This is an optimization exercise on Yosys and OpenROAD, whose aim is small area, a short achievable clock period and few clock cycles per item, not a production implementation. In this exercise RTL edits were held to simulation tests only and were not proved equivalent to the original.

===== flow/config.mk =====
export PLATFORM = sky130hd
export DESIGN_NAME = env_bank
export DESIGN_NICKNAME = env_bank
export VERILOG_FILES = /design/flow/design.v
export SDC_FILE = /design/flow/constraint.sdc
export NUM_CORES = 4
export LEC_CHECK = 0
export CAP_MARGIN = 20
export CORE_MARGIN = 2
export CORE_UTILIZATION = 40
export SLEW_MARGIN = 20

===== flow/constraint.sdc =====
create_clock -name core_clock -period 20.0 [get_ports {clk}]
set_input_delay 4.0000 -clock core_clock [delete_from_list [all_inputs] [get_ports {clk}]]
set_output_delay 4.0000 -clock core_clock [all_outputs]
set_load 0.01 [all_outputs]

===== flow/design.v =====
module fsub_a (
    input  wire [30:0] x,
    input  wire [30:0] w,
    output wire [26:0] dif,
    output wire [7:0]  ex
);
    wire [7:0]  ew = w[30:23];
    wire        zw = (ew == 8'd0);
    wire [7:0]  d  = x[30:23] - ew;
    wire [4:0]  dd = (zw | (d > 8'd27)) ? 5'd27 : d[4:0];
    wire [26:0] ms = zw ? 27'd0 : {1'b1, w[22:0], 3'b000};
    wire [53:0] ext = {ms, 27'd0} >> dd;
    wire [26:0] mal = {ext[53:28], ext[27] | (|ext[26:0])};
    assign dif = {1'b1, x[22:0], 3'b000} - mal;
    assign ex  = x[30:23];
endmodule
module fsub_b (
    input  wire [26:0] dif,
    input  wire [7:0]  ex,
    output reg  [30:0] y
);
    reg  [4:0]  lz;
    integer     i;
    always @* begin
        lz = 5'd27;
        for (i = 0; i <= 26; i = i + 1)
            if (dif[i]) lz = 5'd26 - i[4:0];
    end
    reg  [26:0] nn;
    reg         up;
    reg  [24:0] mr;
    reg  signed [9:0] e;
    always @* begin
        nn = dif << lz;
        up = nn[2] & (nn[1] | nn[0] | nn[3]);
        mr = {1'b0, nn[26:3]} + {24'd0, up};
        e  = $signed({2'b00, ex}) - $signed({5'd0, lz}) + (mr[24] ? 10'sd1 : 10'sd0);
        if (dif == 27'd0 || e <= 10'sd0)
            y = 31'd0;
        else
            y = {e[7:0], mr[24] ? mr[23:1] : mr[22:0]};
    end
endmodule
module fadd_pos_align (
    input  wire [30:0] a,
    input  wire [30:0] b,
    output wire [7:0]  eb,      
    output wire [22:0] fb,      
    output wire [26:0] mal      
);
    wire        ab  = (a[30:23] >= b[30:23]);
    wire [30:0] big = ab ? a : b;
    wire [30:0] sml = ab ? b : a;
    wire [7:0]  d   = big[30:23] - sml[30:23];
    wire [4:0]  dd  = (d > 8'd27) ? 5'd27 : d[4:0];
    wire [53:0] ext = {1'b1, sml[22:0], 3'b000, 27'd0} >> dd;
    assign eb  = big[30:23];
    assign fb  = big[22:0];
    assign mal = {ext[53:28], ext[27] | (|ext[26:0])};
endmodule
module fadd_pos_add (
    input  wire [22:0] fb,
    input  wire [26:0] mal,
    output wire [27:0] s
);
    assign s = {2'b01, fb, 3'b000} + {1'b0, mal};
endmodule
module fadd_pos_round (
    input  wire [7:0]  eb,
    input  wire [27:0] s,
    output wire [30:0] y
);
    wire [26:0] nn = s[27] ? {s[27:2], s[1] | s[0]} : s[26:0];
    wire        up = nn[2] & (nn[1] | nn[0] | nn[3]);
    wire [24:0] mr = {1'b0, nn[26:3]} + {24'd0, up};
    wire [7:0]  e  = eb + {7'd0, s[27]} + {7'd0, mr[24]};
    assign y = {e, mr[24] ? mr[23:1] : mr[22:0]};
endmodule
module booth_tree (
    input  wire [23:0] a,
    input  wire [23:0] b,
    output wire [47:0] ps,
    output wire [47:0] pc       
);
    wire [26:0] bx = {2'b00, b, 1'b0};    
    wire [47:0] op [0:14];
    reg  [47:0] negs;
    integer j;
    genvar i;
    generate
        for (i = 0; i < 13; i = i + 1) begin : pp
            wire b0 = bx[2*i], b1 = bx[2*i+1], b2 = bx[2*i+2];
            wire one = b0 ^ b1;
            wire two = (b2 & ~b1 & ~b0) | (~b2 & b1 & b0);
            wire neg = b2 & ~(b1 & b0);
            wire [25:0] mag = one ? {2'b00, a} : (two ? {1'b0, a, 1'b0} : 26'd0);
            wire [25:0] pv  = neg ? ~mag : mag;    
            wire [47:0] row = {22'd0, ~neg, pv[24:0]} << (2 * i);
            assign op[i] = row;
        end
    endgenerate
    always @* begin
        negs = 48'd0;
        for (j = 0; j < 13; j = j + 1)
            negs[2*j] = bx[2*j+2] & ~(bx[2*j+1] & bx[2*j]);
    end
    function [47:0] kconst(input dummy);
        integer m;
        reg [47:0] acc;
        begin
            acc = 48'd0;
            for (m = 0; m < 13; m = m + 1)
                acc = acc - (48'd1 << (25 + 2 * m));
            kconst = acc;
        end
    endfunction
    assign op[13] = negs;
    assign op[14] = kconst(1'b0);
    function [95:0] csa(input [47:0] x, input [47:0] y, input [47:0] z);
        reg [47:0] s, c;
        begin
            s = x ^ y ^ z;
            c = {((x[46:0] & y[46:0]) | (x[46:0] & z[46:0]) | (y[46:0] & z[46:0])), 1'b0};
            csa = {c, s};
        end
    endfunction
    wire [95:0] l1a = csa(op[0], op[1], op[2]);
    wire [95:0] l1b = csa(op[3], op[4], op[5]);
    wire [95:0] l1c = csa(op[6], op[7], op[8]);
    wire [95:0] l1d = csa(op[9], op[10], op[11]);
    wire [95:0] l1e = csa(op[12], op[13], op[14]);
    wire [95:0] l2a = csa(l1a[47:0], l1a[95:48], l1b[47:0]);
    wire [95:0] l2b = csa(l1b[95:48], l1c[47:0], l1c[95:48]);
    wire [95:0] l2c = csa(l1d[47:0], l1d[95:48], l1e[47:0]);
    wire [95:0] l3a = csa(l2a[47:0], l2a[95:48], l2b[47:0]);
    wire [95:0] l3b = csa(l2b[95:48], l2c[47:0], l2c[95:48]);
    wire [95:0] l4a = csa(l3a[47:0], l3a[95:48], l3b[47:0]);
    wire [95:0] l5a = csa(l4a[47:0], l4a[95:48], l3b[95:48]);
    wire [95:0] l6a = csa(l5a[47:0], l5a[95:48], l1e[95:48]);
    assign ps = l6a[47:0];
    assign pc = l6a[95:48];
endmodule
module mul_add (
    input  wire [47:0] ps,
    input  wire [47:0] pc,
    output wire [25:0] ph,      
    output wire        pst      
);
    wire [47:0] p = ps + pc;
    assign ph  = p[47:22];
    assign pst = |p[21:0];
endmodule
module mul_round (
    input  wire [25:0] ph,
    input  wire        pst,
    input  wire [9:0]  e,
    input  wire        z,
    output wire [30:0] w
);
    wire        nhi = ph[25];
    wire [23:0] nm  = nhi ? ph[25:2] : ph[24:1];
    wire        ng  = nhi ? ph[1] : ph[0];
    wire        ns  = nhi ? (ph[0] | pst) : pst;
    wire        nup = ng & (ns | nm[0]);
    wire [24:0] nmr = {1'b0, nm} + {24'd0, nup};
    wire signed [9:0] ne = $signed(e) + (nhi ? 10'sd1 : 10'sd0) + (nmr[24] ? 10'sd1 : 10'sd0);
    assign w = (z || ne <= 10'sd0) ? 31'd0
             : {ne[7:0], nmr[24] ? nmr[23:1] : nmr[22:0]};
endmodule
module srt_iter (
    input  wire [27:0] ws,
    input  wire [27:0] wc,
    input  wire [3:0]  y,       
    input  wire [23:0] d,
    output wire [27:0] ws_o,
    output wire [27:0] wc_o,
    output wire [3:0]  y_o,
    output wire        qp,
    output wire        qn
);
    wire [27:0] s2 = {ws[26:0], 1'b0};
    wire [27:0] c2 = {wc[26:0], 1'b0};
    wire        q1 = ~y[3];
    wire        qm = y[3] & ~(y == 4'b1111);
    wire [27:0] dd = {3'b000, d, 1'b0};
    wire [27:0] t  = q1 ? ~dd : (qm ? dd : 28'd0);
    wire [27:0] mj = (s2 & c2) | (s2 & t) | (c2 & t);
    assign ws_o = s2 ^ c2 ^ t;
    assign wc_o = {mj[26:0], q1};
    assign qp = q1;
    assign qn = qm;
    wire [27:0] tp = ~dd;
    wire [27:0] tm = dd;
    wire [3:0]  yp = (s2[26:23] ^ c2[26:23] ^ tp[26:23])
                   + ((s2[25:22] & c2[25:22]) | (s2[25:22] & tp[25:22]) | (c2[25:22] & tp[25:22]));
    wire [3:0]  ym = (s2[26:23] ^ c2[26:23] ^ tm[26:23])
                   + ((s2[25:22] & c2[25:22]) | (s2[25:22] & tm[25:22]) | (c2[25:22] & tm[25:22]));
    wire [3:0]  yz = (s2[26:23] ^ c2[26:23]) + (s2[25:22] & c2[25:22]);
    assign y_o = q1 ? yp : (qm ? ym : yz);
endmodule
module srt_div_pipe #(
    parameter SW  = 16,    
    parameter IPS = 4,     
    parameter VW  = 4      
) (
    input  wire          clk,
    input  wire          rst,
    input  wire [23:0]   x,
    input  wire [22:0]   d,       
    input  wire [SW-1:0] si,
    input  wire [7:0]    en,      
    input  wire [7:0]    ed,      
    input  wire          sdx,     
    input  wire          ss,
    output wire [9:0]    xe,      
    output wire          nz,      
    output wire [27:0]   ws,
    output wire [27:0]   wc,
    output wire [25:0]   qp,
    output wire [25:0]   qn,
    output wire [22:0]   dq,
    output wire [SW-1:0] so
);
    localparam NIT = 26;
    localparam NS  = (NIT + IPS - 1) / IPS;
    reg  [27:0]   r_ws [0:NS-1];
    reg  [27:0]   r_wc [0:NS-1];
    reg  [3:0]    r_y  [0:NS-1];
    reg  [25:0]   r_qp [0:NS-1];
    reg  [25:0]   r_qn [0:NS-1];
    reg  [22:0]   r_d  [0:NS-1];
    reg  [SW-1:0] r_s  [0:NS-1];
    reg  [9:0]    r_xe [0:NS-1];
    reg           r_nz [0:NS-1];
    wire [27:0] i_ws [0:NIT];
    wire [27:0] i_wc [0:NIT];
    wire [3:0]  i_y  [0:NIT];
    wire [25:0] i_qp [0:NIT];
    wire [25:0] i_qn [0:NIT];
    genvar i, k;
    generate
        for (i = 0; i < NIT; i = i + 1) begin : it
            wire [27:0] a_ws, a_wc;
            wire [3:0]  a_y;
            wire [25:0] a_qp, a_qn;
            wire [22:0] a_d;
            if (i == 0) begin : first
                assign a_ws = {4'd0, x};
                assign a_wc = 28'd0;
                assign a_y  = {3'b000, x[23]};
                assign a_qp = 26'd0;
                assign a_qn = 26'd0;
                assign a_d  = d;
            end else if (i % IPS == 0) begin : fromreg
                assign a_ws = r_ws[i/IPS-1];
                assign a_wc = r_wc[i/IPS-1];
                assign a_y  = r_y[i/IPS-1];
                assign a_qp = r_qp[i/IPS-1];
                assign a_qn = r_qn[i/IPS-1];
                assign a_d  = r_d[i/IPS-1];
            end else begin : chain
                assign a_ws = i_ws[i];
                assign a_wc = i_wc[i];
                assign a_y  = i_y[i];
                assign a_qp = i_qp[i];
                assign a_qn = i_qn[i];
                if (i < IPS) begin : s0
                    assign a_d = d;
                end else begin : sn
                    assign a_d = r_d[i/IPS-1];
                end
            end
            wire qpb, qnb;
            srt_iter u (.ws(a_ws), .wc(a_wc), .y(a_y), .d({1'b1, a_d}),
                        .ws_o(i_ws[i+1]), .wc_o(i_wc[i+1]), .y_o(i_y[i+1]),
                        .qp(qpb), .qn(qnb));
            assign i_qp[i+1] = {a_qp[24:0], qpb};
            assign i_qn[i+1] = {a_qn[24:0], qnb};
        end
        for (k = 0; k < NS; k = k + 1) begin : st
            localparam LAST = ((k + 1) * IPS > NIT) ? NIT : (k + 1) * IPS;
            always @(posedge clk) begin
                r_ws[k] <= i_ws[LAST];
                r_wc[k] <= i_wc[LAST];
                r_y[k]  <= i_y[LAST];
                r_qp[k] <= i_qp[LAST];
                r_qn[k] <= i_qn[LAST];
                if (k == 0) begin
                    r_d[k]  <= d;
                    r_s[k]  <= si;
                    r_xe[k] <= sdx ? {1'b0, ss, ed} : {2'b00, en} - {2'b00, ed} + 10'd126;
                    r_nz[k] <= (en == 8'd0);
                end else begin
                    r_d[k]  <= r_d[k-1];
                    r_s[k]  <= r_s[k-1];
                    r_xe[k] <= r_xe[k-1];
                    r_nz[k] <= r_nz[k-1];
                end
                if (rst)
                    r_s[k][VW-1:0] <= {VW{1'b0}};
            end
        end
    endgenerate
    assign ws = r_ws[NS-1];
    assign wc = r_wc[NS-1];
    assign qp = r_qp[NS-1];
    assign qn = r_qn[NS-1];
    assign dq = r_d[NS-1];
    assign so = r_s[NS-1];
    assign xe = r_xe[NS-1];
    assign nz = r_nz[NS-1];
endmodule
module srt_fin_a (
    input  wire [27:0] ws,
    input  wire [27:0] wc,
    input  wire [25:0] qp,
    input  wire [25:0] qn,
    input  wire [22:0] d,
    output wire [25:0] q,       
    output wire        st       
);
    wire [27:0] fr   = ws + wc;
    wire        fneg = fr[27];
    wire        rz   = ((ws ^ wc) == {(ws[26:0] | wc[26:0]), 1'b0});
    wire [27:0] dd   = {3'b000, 1'b1, d, 1'b0};
    wire [27:0] xs   = ws ^ wc ^ dd;
    wire [27:0] xc   = {((ws[26:0] & wc[26:0]) | (ws[26:0] & dd[26:0]) | (wc[26:0] & dd[26:0])), 1'b0};
    wire        rzd  = ((xs ^ xc) == {(xs[26:0] | xc[26:0]), 1'b0});
    assign st = fneg ? ~rzd : ~rz;
    wire [25:0] q0 = qp - qn;
    wire [25:0] q1 = qp + ~qn;
    assign q = fneg ? q1 : q0;
endmodule
module srt_fin_b (
    input  wire [25:0] q,
    input  wire        st,
    input  wire [9:0]  xe,
    input  wire        nz,
    output wire [30:0] y
);
    wire        fhi  = q[25];
    wire [23:0] fm   = fhi ? q[25:2] : q[24:1];
    wire        fg   = fhi ? q[1] : q[0];
    wire        fs   = st | (fhi & q[0]);
    wire        fup  = fg & (fs | fm[0]);
    wire [24:0] fmr  = {1'b0, fm} + {24'd0, fup};
    wire signed [9:0] fe = $signed(xe) + (fhi ? 10'sd1 : 10'sd0) + (fmr[24] ? 10'sd1 : 10'sd0);
    assign y = (nz || fe <= 10'sd0) ? 31'd0
             : {fe[7:0], fmr[24] ? fmr[23:1] : fmr[22:0]};
endmodule
module u32_norm (
    input  wire [31:0] g,
    output wire [23:0] nh,
    output wire        up,
    output wire [4:0]  p,
    output wire        z
);
    reg [4:0] lz;
    integer i;
    always @* begin
        lz = 5'd0;
        for (i = 0; i < 32; i = i + 1)
            if (g[i]) lz = 5'd31 - i[4:0];
    end
    wire [31:0] n = g << lz;
    assign nh = n[31:8];
    assign up = n[7] & (n[8] | (|n[6:0]));
    assign p  = 5'd31 - lz;
    assign z  = (g == 32'd0);
endmodule
module ts_prod (
    input  wire [23:0] nh,
    input  wire        up,
    output wire [30:0] pr
);
    wire [31:0] o1 = {1'b0, nh, 7'd0};
    wire [31:0] o2 = ~{6'd0, nh, 2'd0};
    wire [31:0] o3 = {8'd0, nh};
    wire [31:0] o4 = up ? 32'd125 : 32'd0;
    wire [31:0] s1 = o1 ^ o2 ^ o3;
    wire [31:0] c1 = {((o1[30:0] & o2[30:0]) | (o1[30:0] & o3[30:0]) | (o2[30:0] & o3[30:0])), 1'b1};
    wire [31:0] s2 = s1 ^ c1 ^ o4;
    wire [31:0] c2 = {((s1[30:0] & c1[30:0]) | (s1[30:0] & o4[30:0]) | (c1[30:0] & o4[30:0])), 1'b0};
    wire [31:0] sum = s2 + c2;
    assign pr = sum[30:0];
endmodule
module ts_round (
    input  wire [30:0] pr,
    input  wire [4:0]  p,
    input  wire        z,
    output wire [30:0] t
);
    wire        hi  = pr[30];
    wire [23:0] mt  = hi ? pr[30:7] : pr[29:6];
    wire        g2  = hi ? pr[6] : pr[5];
    wire        s2b = hi ? (|pr[5:0]) : (|pr[4:0]);
    wire        up2 = g2 & (s2b | mt[0]);
    wire [24:0] mr  = {1'b0, mt} + {24'd0, up2};
    wire [7:0]  e   = 8'd121 + {3'd0, p} + {7'd0, hi} + {7'd0, mr[24]};
    assign t = z ? 31'd0 : {e, mr[24] ? mr[23:1] : mr[22:0]};
endmodule
module env_bank (
    input  wire        clk,
    input  wire        rst,
    input  wire        cmd_valid,
    output wire        cmd_ready,
    input  wire [2:0]  cmd_op,
    input  wire [1:0]  cmd_env,
    input  wire [31:0] cmd_data,
    output reg         res_valid,
    output reg  [31:0] res_level,
    output reg         res_done
);
    localparam [2:0] OP_ATTACK = 3'd0, OP_DECAY = 3'd1, OP_SUSTAIN = 3'd2,
                     OP_TRIGGER = 3'd3, OP_STOP = 3'd4, OP_AGE = 3'd5,
                     OP_LEVEL = 3'd6, OP_STEP = 3'd7;
    localparam [31:0] F_ZERO     = 32'h00000000;
    localparam [31:0] F_ONE      = 32'h3F800000;   
    localparam [31:0] F_TIME_MIN = 32'h3DCCCCCD;   
    localparam [31:0] F_THRESH   = 32'h3A83126F;   
    localparam [31:0] F_A_RESET  = 32'h3F800000;   
    function automatic [31:0] daz(input [31:0] x);
        daz = (x[30:23] == 8'd0) ? {x[31], 31'd0} : x;
    endfunction
    function automatic flt_lt(input [31:0] p, input [31:0] q);
        reg [31:0] pp, qq;
        begin
            pp = daz(p);
            qq = daz(q);
            if (pp[30:0] == 31'd0 && qq[30:0] == 31'd0)
                flt_lt = 1'b0;
            else if (pp[31] != qq[31])
                flt_lt = pp[31];
            else if (pp[31])
                flt_lt = pp[30:0] > qq[30:0];
            else
                flt_lt = pp[30:0] < qq[30:0];
        end
    endfunction
    reg        c_v, c_ph, rdy;
    reg [2:0]  c_op;
    reg [1:0]  c_env;
    reg [31:0] c_data;
    assign cmd_ready = rdy;
    wire acc    = cmd_valid & rdy;
    wire c_hold = c_v & (c_op == OP_SUSTAIN) & ~c_ph;
    always @(posedge clk) begin
        if (rst) begin
            c_v  <= 1'b0;
            c_ph <= 1'b0;
            rdy  <= 1'b1;
        end else if (c_hold) begin
            c_ph <= 1'b1;
            rdy  <= 1'b1;
        end else begin
            c_v  <= acc;
            c_ph <= 1'b0;
            rdy  <= ~(acc & (cmd_op == OP_SUSTAIN));
        end
        if (!c_hold) begin
            c_op  <= cmd_op;
            c_env <= cmd_env;
        end
        c_data <= cmd_data;
    end
    reg [30:0] env_a   [0:3];
    reg [30:0] env_d   [0:3];
    reg [31:0] env_s   [0:3];
    reg [31:0] env_age [0:3];
    reg [3:0]  env_act;
    reg [31:0] cache   [0:3];
    wire [30:0] a_e   = env_a[c_env];
    wire [30:0] d_e   = env_d[c_env];
    wire [31:0] age_e = env_age[c_env];
    wire        act_e = env_act[c_env];
    wire c_att  = (c_op == OP_ATTACK);
    wire c_dec  = (c_op == OP_DECAY);
    wire c_sus  = (c_op == OP_SUSTAIN);
    wire c_trg  = (c_op == OP_TRIGGER);
    wire c_stp  = (c_op == OP_STOP);
    wire c_age  = (c_op == OP_AGE);
    wire c_lvl  = (c_op == OP_LEVEL);
    wire c_step = (c_op == OP_STEP);
    wire [31:0] tcl   = flt_lt(c_data, F_TIME_MIN) ? F_TIME_MIN : c_data;
    wire [31:0] s_lo  = flt_lt(c_data, F_ZERO) ? F_ZERO : c_data;
    wire [31:0] s_cl  = flt_lt(F_ONE, s_lo) ? F_ONE : s_lo;
    wire [31:0] age_inc = (&age_e) ? age_e : age_e + 32'd1;
    reg        i_ev, i_res, i_sd, i_zw;    
    reg        i_step, i_act, i_ss;
    reg [1:0]  i_env;
    reg [31:0] i_g;
    reg [30:0] i_a, i_d;
    integer k;
    always @(posedge clk) begin
        i_ev   <= 1'b0;
        i_res  <= 1'b0;
        i_sd   <= 1'b0;
        i_zw   <= 1'b0;
        i_step <= c_step;
        i_act  <= act_e;
        i_env  <= c_env;
        i_ss   <= s_cl[31];
        i_g    <= c_step ? age_inc : (c_age ? c_data : age_e);
        i_a    <= c_att ? tcl[30:0] : a_e;
        i_d    <= (c_sus & ~c_ph) ? s_cl[30:0] : (c_dec ? tcl[30:0] : d_e);
        if (rst) begin
            env_act <= 4'd0;
            for (k = 0; k < 4; k = k + 1) begin
                env_a[k]   <= F_A_RESET[30:0];
                env_d[k]   <= F_TIME_MIN[30:0];
                env_age[k] <= 32'd0;
            end
        end else if (c_v) begin
            i_ev  <= act_e & (c_att | c_dec | c_age | c_lvl | c_step | (c_sus & c_ph));
            i_res <= c_lvl | c_step;
            i_sd  <= c_sus & ~c_ph;
            i_zw  <= c_trg;
            case (c_op)
                OP_ATTACK:  env_a[c_env] <= tcl[30:0];
                OP_DECAY:   env_d[c_env] <= tcl[30:0];
                OP_TRIGGER: begin
                    env_age[c_env] <= 32'd0;
                    env_act[c_env] <= 1'b1;
                end
                OP_STOP:    env_act[c_env] <= 1'b0;
                OP_AGE:     env_age[c_env] <= c_data;
                OP_STEP:    env_age[c_env] <= age_inc;
                default: ;
            endcase
        end
    end
    wire [23:0] nh1;
    wire        up1, z1;
    wire [4:0]  p1;
    wire [7:0]  eb1;
    wire [22:0] fb1;
    wire [26:0] mal1;
    u32_norm       u_norm (.g(i_g), .nh(nh1), .up(up1), .p(p1), .z(z1));
    fadd_pos_align u_adal (.a(i_a), .b(i_d), .eb(eb1), .fb(fb1), .mal(mal1));
    reg        e1_ev, e1_res, e1_sd, e1_zw;
    reg        e1_step, e1_act, e1_ss, e1_z, e1_up;
    reg [1:0]  e1_env;
    reg [23:0] e1_nh;
    reg [4:0]  e1_p;
    reg [7:0]  e1_eb;
    reg [22:0] e1_fb;
    reg [26:0] e1_mal;
    reg [30:0] e1_a, e1_d;
    always @(posedge clk) begin
        {e1_ev, e1_res, e1_sd, e1_zw} <= rst ? 4'd0 : {i_ev, i_res, i_sd, i_zw};
        {e1_step, e1_act, e1_ss, e1_env} <= {i_step, i_act, i_ss, i_env};
        e1_nh <= nh1;  e1_up <= up1;  e1_p <= p1;  e1_z <= z1;
        e1_eb <= eb1;  e1_fb <= fb1;  e1_mal <= mal1;
        e1_a <= i_a;  e1_d <= i_d;
    end
    wire [30:0] pr2;
    wire [27:0] sa2;
    ts_prod      u_tsp (.nh(e1_nh), .up(e1_up), .pr(pr2));
    fadd_pos_add u_ada (.fb(e1_fb), .mal(e1_mal), .s(sa2));
    reg        e2_ev, e2_res, e2_sd, e2_zw;
    reg        e2_step, e2_act, e2_ss, e2_z;
    reg [1:0]  e2_env;
    reg [30:0] e2_pr;
    reg [4:0]  e2_p;
    reg [7:0]  e2_eb;
    reg [27:0] e2_sa;
    reg [30:0] e2_a, e2_d;
    always @(posedge clk) begin
        {e2_ev, e2_res, e2_sd, e2_zw} <= rst ? 4'd0 : {e1_ev, e1_res, e1_sd, e1_zw};
        {e2_step, e2_act, e2_ss, e2_env} <= {e1_step, e1_act, e1_ss, e1_env};
        e2_pr <= pr2;  e2_p <= e1_p;  e2_z <= e1_z;
        e2_eb <= e1_eb;  e2_sa <= sa2;
        e2_a <= e1_a;  e2_d <= e1_d;
    end
    wire [30:0] t3, ad3;
    ts_round       u_tsr (.pr(e2_pr), .p(e2_p), .z(e2_z), .t(t3));
    fadd_pos_round u_adr (.eb(e2_eb), .s(e2_sa), .y(ad3));
    reg        e3_ev, e3_res, e3_sd, e3_zw;
    reg        e3_step, e3_act, e3_ss;
    reg [1:0]  e3_env;
    reg [30:0] e3_t, e3_ad, e3_a, e3_d;
    always @(posedge clk) begin
        {e3_ev, e3_res, e3_sd, e3_zw} <= rst ? 4'd0 : {e2_ev, e2_res, e2_sd, e2_zw};
        {e3_step, e3_act, e3_ss, e3_env} <= {e2_step, e2_act, e2_ss, e2_env};
        e3_t <= t3;  e3_ad <= ad3;  e3_a <= e2_a;  e3_d <= e2_d;
    end
    wire [26:0] dif4;
    wire [7:0]  ex4;
    fsub_a u_tma (.x(e3_t), .w(e3_a), .dif(dif4), .ex(ex4));
    wire        att4 = (e3_t < e3_a) & ~e3_sd;
    wire        sus4 = ~(e3_t < e3_a) & ~(e3_t < e3_ad);
    reg        e4_ev, e4_res, e4_sd, e4_zw;
    reg        e4_step, e4_act, e4_ss, e4_att, e4_sus;
    reg [1:0]  e4_env;
    reg [26:0] e4_dif;
    reg [7:0]  e4_ex;
    reg [30:0] e4_dv;
    always @(posedge clk) begin
        {e4_ev, e4_res, e4_sd, e4_zw} <= rst ? 4'd0 : {e3_ev, e3_res, e3_sd, e3_zw};
        {e4_step, e4_act, e4_ss, e4_env} <= {e3_step, e3_act, e3_ss, e3_env};
        e4_att <= att4;
        e4_sus <= sus4;
        e4_dif <= att4 ? {1'b1, e3_t[22:0], 3'b000} : dif4;
        e4_ex  <= att4 ? e3_t[30:23] : ex4;
        e4_dv  <= att4 ? e3_a : e3_d;
    end
    wire [30:0] num5;
    fsub_b u_tmb (.dif(e4_dif), .ex(e4_ex), .y(num5));
    reg        e5_ev, e5_res, e5_sd, e5_zw;
    reg        e5_step, e5_act, e5_ss, e5_att, e5_sus;
    reg [1:0]  e5_env;
    reg [30:0] e5_num, e5_dv;
    always @(posedge clk) begin
        {e5_ev, e5_res, e5_sd, e5_zw} <= rst ? 4'd0 : {e4_ev, e4_res, e4_sd, e4_zw};
        {e5_step, e5_act, e5_ss, e5_env, e5_att, e5_sus} <= {e4_step, e4_act, e4_ss, e4_env, e4_att, e4_sus};
        e5_num <= num5;
        e5_dv  <= e4_dv;
    end
    localparam SW = 10;
    wire [27:0]   dws, dwc;
    wire [25:0]   dqp, dqn;
    wire [22:0]   ddq;
    wire [SW-1:0] dso;
    wire [9:0]    d_xe;
    wire          d_nz;
    srt_div_pipe #(.SW(SW), .IPS(3), .VW(4)) u_div (
        .clk(clk), .rst(rst), .x({1'b1, e5_num[22:0]}), .d(e5_dv[22:0]),
        .si({e5_step, e5_act, e5_env, e5_att, e5_sus, e5_ev, e5_res, e5_sd, e5_zw}),
        .en(e5_num[30:23]), .ed(e5_dv[30:23]), .sdx(e5_sd), .ss(e5_ss), .xe(d_xe), .nz(d_nz),
        .ws(dws), .wc(dwc), .qp(dqp), .qn(dqn), .dq(ddq), .so(dso));
    wire       d_step = dso[9], d_act = dso[8];
    wire [1:0] d_env  = dso[7:6];
    wire       d_att  = dso[5], d_sus = dso[4];
    wire       d_ev   = dso[3], d_res = dso[2], d_sd = dso[1], d_zw = dso[0];
    wire [25:0] fq;
    wire        fst;
    srt_fin_a u_fa (.ws(dws), .wc(dwc), .qp(dqp), .qn(dqn), .d(ddq), .q(fq), .st(fst));
    wire [31:0] s_f = env_s[d_env];
    wire [26:0] vdif;
    wire [7:0]  vex;
    fsub_a u_omsa (.x(F_ONE[30:0]), .w(s_f[31] ? 31'd0 : s_f[30:0]), .dif(vdif), .ex(vex));
    always @(posedge clk) begin
        if (rst) begin
            for (k = 0; k < 4; k = k + 1)
                env_s[k] <= F_ZERO;
        end else if (d_sd)
            env_s[d_env] <= {d_xe[8:0], ddq};
    end
    reg        f_ev, f_res, f_zw;
    reg        f_step, f_act, f_att, f_dec, f_nz, f_st;
    reg [1:0]  f_env;
    reg [25:0] f_q;
    reg [9:0]  f_xe;
    reg [26:0] f_vdif;
    reg [31:0] f_s;
    always @(posedge clk) begin
        {f_ev, f_res, f_zw} <= rst ? 3'd0 : {d_ev, d_res, d_zw};
        {f_step, f_act, f_env, f_att} <= {d_step, d_act, d_env, d_att};
        f_dec  <= ~d_att & ~d_sus;
        f_q    <= fq;  f_st <= fst;  f_xe <= d_xe;  f_nz <= d_nz;
        f_vdif <= vdif;
        f_s    <= s_f;
    end
    wire [30:0] q2, v2;
    srt_fin_b u_fb   (.q(f_q), .st(f_st), .xe(f_xe), .nz(f_nz), .y(q2));
    fsub_b    u_omsb (.dif(f_vdif), .ex(F_ONE[30:23]), .y(v2));
    reg        g_ev, g_res, g_zw;
    reg        g_step, g_act, g_att, g_dec;
    reg [1:0]  g_env;
    reg [30:0] g_q, g_v;
    reg [31:0] g_alt;
    always @(posedge clk) begin
        {g_ev, g_res, g_zw} <= rst ? 3'd0 : {f_ev, f_res, f_zw};
        {g_step, g_act, g_env, g_att, g_dec} <= {f_step, f_act, f_env, f_att, f_dec};
        g_q   <= q2;
        g_v   <= v2;
        g_alt <= f_att ? {1'b0, q2} : f_s;
    end
    wire [47:0] mps, mpc;
    booth_tree u_mul (.a({1'b1, g_v[22:0]}), .b({1'b1, g_q[22:0]}), .ps(mps), .pc(mpc));
    reg        m_ev, m_res, m_zw;
    reg        m_step, m_act, m_att, m_dec, m_z;
    reg [1:0]  m_env;
    reg [47:0] m_ps, m_pc;
    reg [9:0]  m_e;
    reg [31:0] m_alt;
    always @(posedge clk) begin
        {m_ev, m_res, m_zw} <= rst ? 3'd0 : {g_ev, g_res, g_zw};
        {m_step, m_act, m_env, m_att, m_dec} <= {g_step, g_act, g_env, g_att, g_dec};
        m_ps <= mps;  m_pc <= mpc;
        m_e  <= {2'b00, g_v[30:23]} + {2'b00, g_q[30:23]} - 10'd127;
        m_z  <= (g_v[30:23] == 8'd0) | (g_q[30:23] == 8'd0);
        m_alt <= g_alt;
    end
    wire [25:0] ph2;
    wire        pst2;
    mul_add u_madd (.ps(m_ps), .pc(m_pc), .ph(ph2), .pst(pst2));
    reg        o_ev, o_res, o_zw;
    reg        o_step, o_act, o_att, o_dec, o_z;
    reg [1:0]  o_env;
    reg [25:0] o_ph;
    reg        o_pst;
    reg [9:0]  o_e;
    reg [31:0] o_alt;
    always @(posedge clk) begin
        {o_ev, o_res, o_zw} <= rst ? 3'd0 : {m_ev, m_res, m_zw};
        {o_step, o_act, o_env, o_att, o_dec} <= {m_step, m_act, m_env, m_att, m_dec};
        o_ph <= ph2;  o_pst <= pst2;  o_e <= m_e;  o_z <= m_z;
        o_alt <= m_alt;
    end
    wire [30:0] w2;
    mul_round u_mrnd (.ph(o_ph), .pst(o_pst), .e(o_e), .z(o_z), .w(w2));
    reg        n_ev, n_res, n_zw;
    reg        n_step, n_act, n_att, n_dec;
    reg [1:0]  n_env;
    reg [30:0] n_w;
    reg [31:0] n_alt;
    always @(posedge clk) begin
        {n_ev, n_res, n_zw} <= rst ? 3'd0 : {o_ev, o_res, o_zw};
        {n_step, n_act, n_env, n_att, n_dec} <= {o_step, o_act, o_env, o_att, o_dec};
        n_w   <= w2;
        n_alt <= o_alt;
    end
    wire [26:0] ldif;
    wire [7:0]  lex;
    fsub_a u_omwa (.x(F_ONE[30:0]), .w(n_w), .dif(ldif), .ex(lex));
    reg        p_ev, p_res, p_zw;
    reg        p_step, p_act, p_att, p_dec;
    reg [1:0]  p_env;
    reg [26:0] p_dif;
    reg [31:0] p_alt;
    always @(posedge clk) begin
        {p_ev, p_res, p_zw} <= rst ? 3'd0 : {n_ev, n_res, n_zw};
        {p_step, p_act, p_env, p_att, p_dec} <= {n_step, n_act, n_env, n_att, n_dec};
        p_dif <= ldif;
        p_alt <= n_alt;
    end
    wire [30:0] lv;
    fsub_b u_omwb (.dif(p_dif), .ex(F_ONE[30:23]), .y(lv));
    reg        l_ev, l_res, l_zw;
    reg        l_step, l_act, l_att;
    reg [1:0]  l_env;
    reg [31:0] l_lvl;
    always @(posedge clk) begin
        {l_ev, l_res, l_zw} <= rst ? 3'd0 : {p_ev, p_res, p_zw};
        {l_step, l_act, l_env, l_att} <= {p_step, p_act, p_env, p_att};
        l_lvl <= p_dec ? {1'b0, lv} : p_alt;
    end
    wire o_done = ~l_att & ~(~l_lvl[31] & (l_lvl[30:0] > F_THRESH[30:0]));
    always @(posedge clk) begin
        res_valid <= rst ? 1'b0 : l_res;
        res_level <= ~l_act ? F_ZERO : (l_step ? cache[l_env] : l_lvl);
        res_done  <= ~l_act | o_done;
        if (l_ev)
            cache[l_env] <= l_lvl;
        else if (l_zw)
            cache[l_env] <= F_ZERO;
    end
endmodule

===== flow/run.sh =====
#!/bin/bash
# synth_recipe.tcl (not shown) runs the flow's synth.tcl, then flattens the netlist and writes it again
# the make line also repeats each setting of config.mk as NAME=value (left out here)
make -C /OpenROAD-flow-scripts/flow DESIGN_CONFIG=/design/flow/config.mk WORK_HOME=/design/flow/orfs CLKGATE_MAP_FILE= SYNTH_SCRIPT=/design/flow/synth_recipe.tcl finish

==> summary.md <==
| Metric | Value |
|---|---|
| CTS tree | `yes` |
| # clock sinks | `3128` |
| Final hold viol count | `0` |
| Crit share post-route | `44.3%` |
| DRC violations left | `0` |
| Clock latency (worst-skew pair) | `0.95 ns` |
| Rows | `236` |
| Via density | `5.22` |
| First-pass GRT wire length | `689000 µm` |
| DR vias | `115000` |
| Synth warnings | `23` |
| Max-slew headroom | `28.0%` |
| EDFF count, synth | `637` |
| Die footprint | `0.420 mm²` |
| Nets | `18200` |
| Max H-tree Level | `5` |
| Reg2reg setup slack | `11.14 ns` |
| Pins Over Slew Limit | `0` |
| CTS max path bufs | `4` |
| RSZ-0062 raised after global routing | `no` |
| Max cap viols | `0` |
| Remaining antenna violation count after routing | `0` |
| CP startpoint kind | `flip-flop` |
| Kind of end point of the critical path | `flip-flop` |
| Status | `no timing/DRC/antenna violations` |
| Vias in the first global route | `115000` |
| WP data arrival | `9.61 ns` |
| Fmax | `0.113 GHz` |
| Mean post-synth cell area | `10.2 µm²` |
| Min-Delay Path Class | `reg -> reg` |
| Yosys reg bits | `3128` |
| Final Skew | `0.0808 ns` |
| CTS Hold Bufs | `0` |
| Postcts setup bufs | `0` |
| Area of the multi-input gates | `0.0872 mm²` |
| Global route total overflow | `0` |
| Pre-Repair DR Iteration Count | `8` |
| Distinct cell type count after synthesis | `121` |
| Post-CTS Resized | `0` |
| Share of layout cells above drive strength 1 | `7.82%` |
| Max Fanout on Critical Path | `18` |
| Post-DP HPWL | `331000 µm` |
| Initial DRC Count | `8611` |
| Sequential fraction of the synthesis area | `41.5%` |
| Crit path time final | `8.86 ns` |
| Final wirelength | `445000 µm` |
| Crit Path Class | `reg -> reg` |
| Initial antenna violation count | `20` |
| Post-synth net total | `18300` |
| Cell Area, Synth | `0.166 mm²` |
| Final setup fails | `0` |
| Fraction of registers with async set/reset | `0%` |
| Layout area overhead | `11.0%` |
| Die height | `648 µm` |
| Num CTS Buffers | `340` |
| Fin Setup TNS | `0 ns` |
| Register area | `0.0690 mm²` |
| Mapped Cells | `16400` |
| Starting density of the core | `40.2%` |
| GRT Util Overall | `20.9%` |
| Reg clk slew, reported paths | `0.06 ns` |
| GPL Wtd Cong | `0.905` |
| CP Data Required Time | `20.74 ns` |
| I/O pins | `75` |
| Routed WL per cell | `20.2 µm` |
| Root Driver | `clkbuf_16` |
| Post-synth top flop | `dfxtp_1` |
| Largest net degree at the start of global routing | `84` |
| Die Wd | `648 µm` |
| Slew @ Worst Pin | `1.07 ns` |
| CORE AREA | `0.413 mm²` |
| Buffers on Ports | `74` |
| Fillers | `39000` |
-- worst max-delay path: stages (launching register included) --
cell,delay (ns)
dfxtp_1,0.40
nor2_1,0.13
o311ai_1,0.11
a311oi_1,0.44
o311ai_1,0.13
a311oi_1,0.33
o31ai_2,0.10
buf_4,0.21
a21o_1,0.36
nor2_4,0.53
inv_2,0.27
mux2_2,0.35
a211oi_2,0.55
nand3_1,0.18
a211oi_1,0.43
nand4b_1,0.29
nor4b_1,0.52
nand3_1,0.17
nor2_1,0.37
ha_1,0.24
nor2b_1,0.21
a21oi_1,0.10
nor3_1,0.17
nand4_1,0.10
a2111oi_0,0.77
a21o_1,0.54
nand2b_1,0.52
o21ai_0,0.19
-- cell usage after synthesis, drive strengths merged (19+ instances only) --
master	number	area, µm²
nand2b	110	698
nand3b	29	221
xor2	277	2430
nor3	166	857
a2111oi	33	292
o221ai	19	166
or4	27	206
dfxtp	2491	49900
and2	312	1950
a21boi	32	240
and3	116	731
inv	1961	7360
a21oi	701	3520
a22o	32	280
or2	25	156
o21ai	840	4210
nand2	1268	4770
mux4	170	3830
o31ai	55	418
o21bai	91	683
mux2	176	1980
xnor2	624	5470
nand4	88	551
nor4b	20	181
nor4	86	566
edfxtp	637	19100
nand3	336	1680
a31oi	77	482
nor2b	198	1240
nor2	1062	4000
clkbuf	635	2380
fa	987	19800
o21a	46	345
a211o	29	254
a211oi	152	1150
buf	128	588
mux2i	422	4240
or3	44	275
o22ai	87	544
o211ai	87	653
a22oi	279	2100
ha	919	11500
a21o	166	1250
nor3b	31	233
-- stage by stage --
stage / worst slack [ns] / area [µm²] / cells / hold slack (ns) / util, %
floorplan: 12.97 / 166000 / 16400 / 0.310 / -
global placement: 11.32 / 173000 / 21400 / 0.310 / 41.8
detailed placement: 11.26 / 173000 / 21400 / 0.312 / 41.8
CTS: 11.24 / 184000 / 22000 / 0.246 / 44.6
global route: 10.40 / 184000 / 22000 / 0.259 / 44.6
finish: 11.14 / 184000 / 22000 / 0.265 / 44.6
-- cell type report --
| type | instances | area share (%) |
|---|---|---|
| clock inverters | 155 | 0.950 |
| repair buffers | 301 | 1.33 |
| multi-input cells | 10500 | 47.2 |
| diodes | 21 | 0.0285 |
| inverters | 1964 | 4.00 |
| flip-flops and latches | 3128 | 37.4 |
| well taps | 5474 | 3.71 |
| clock buffers | 472 | 5.32 |
-- registers in the layout, indices dropped and copies added, names as in the netlist, 43 cells and up, named ones only --
name / cells
env_age: 128
env_d: 124
env_s: 128
env_a: 124
u_div.r_wc: 210
u_div.r_s: 90
m_pc: 43
u_div.r_qn: 125
u_div.r_d: 207
cache: 128
u_div.r_ws: 236
u_div.r_xe: 90
m_ps: 48
u_div.r_qp: 116
-- final timing paths --
path / depth (start not counted) / startpoint / endpoint
hold reg to reg: 0 / e5_sus / u_div.r_s[0][4]
setup reg to reg: 27 / e4_dif[1] / e5_num[2]
setup / recovery: 27 / e4_dif[1] / e5_num[2]
hold / removal: 0 / e5_sus / u_div.r_s[0][4]
-- layer usage --
| metal | vias up | track usage [%] | wire, µm |
|---|---|---|---|
| li1 | 54900 | - | - |
| met1 | 55900 | 25.8 | 184000 |
| met2 | 3137 | 36.5 | 218000 |
| met3 | 874 | 2.37 | 21000 |
| met4 | 4 | 9.84 | 22700 |
| met5 | - | 0 | 32 |
-- cells in the final DEF, fill, tap and decap left out, types with 88 or more instances in the layout --
master	Yosys	layout
mux2i_1	421	421
buf_4	3	227
dfxtp_1	2491	2480
nand2b_1	108	105
nand2_1	1267	1265
mux4_2	169	169
a22oi_1	277	277
xor2_1	277	277
o21bai_1	91	90
nand3_1	336	335
xnor2_1	624	609
a21oi_1	697	696
nand4_1	88	88
edfxtp_1	637	637
and2_1	311	310
nor2b_1	198	196
nor2_1	1058	1050
o21ai_0	825	823
mux2_2	171	171
nor3_1	162	154
a21o_1	166	164
a211oi_1	150	148
and3_1	115	115
ha_1	919	919
inv_1	1954	1954
fa_1	987	987
clkbuf_16	0	353
-- cells by family after synthesis --
family / count (synthesis) / synth area share [%]
AND/OR/NAND/NOR: 3972 / 11.3
flip-flops: 3128 / 41.5
AO/OA/AOI/OAI: 2951 / 11.3
buffers and inverters: 2727 / 6.23
adder cells (fa/ha/maj): 1906 / 18.8
XOR/XNOR: 901 / 4.75
multiplexers: 768 / 6.05
Testbench counts, summed over its fixed seeds: cycles 20,042, items 19,200.

-- what the ideal ports hide --
The results above use ideal ports. As a check the final layout listed here was re-extracted and re-timed, cells and wires unchanged.
Step 1 (the two cells are an assumption about what drives the block):
set clk [get_ports {clk}]
set_driving_cell -lib_cell sky130_fd_sc_hd__clkbuf_16 $clk
set_driving_cell -lib_cell sky130_fd_sc_hd__buf_2 [delete_from_list [all_inputs] $clk]
Step 2, shift: input delay + t, output delay - t, t = (earliest + latest rising clock arrival at the registers) / 2. This alone moves slack from input paths to output paths.
a / b / c = ideal ports / drivers / drivers and shift; a / b = the first two.
shift t [ns]: 1.022
setup WS [ns]: 11.138 / 11.138 / 11.138
worst setup path at the end: register to register
cell pins on the clock port's net: 1
After both steps setup and hold are still met in this run. The setup slack of this run moves by 0.000 ns with the drivers and by 0.000 ns with both steps.
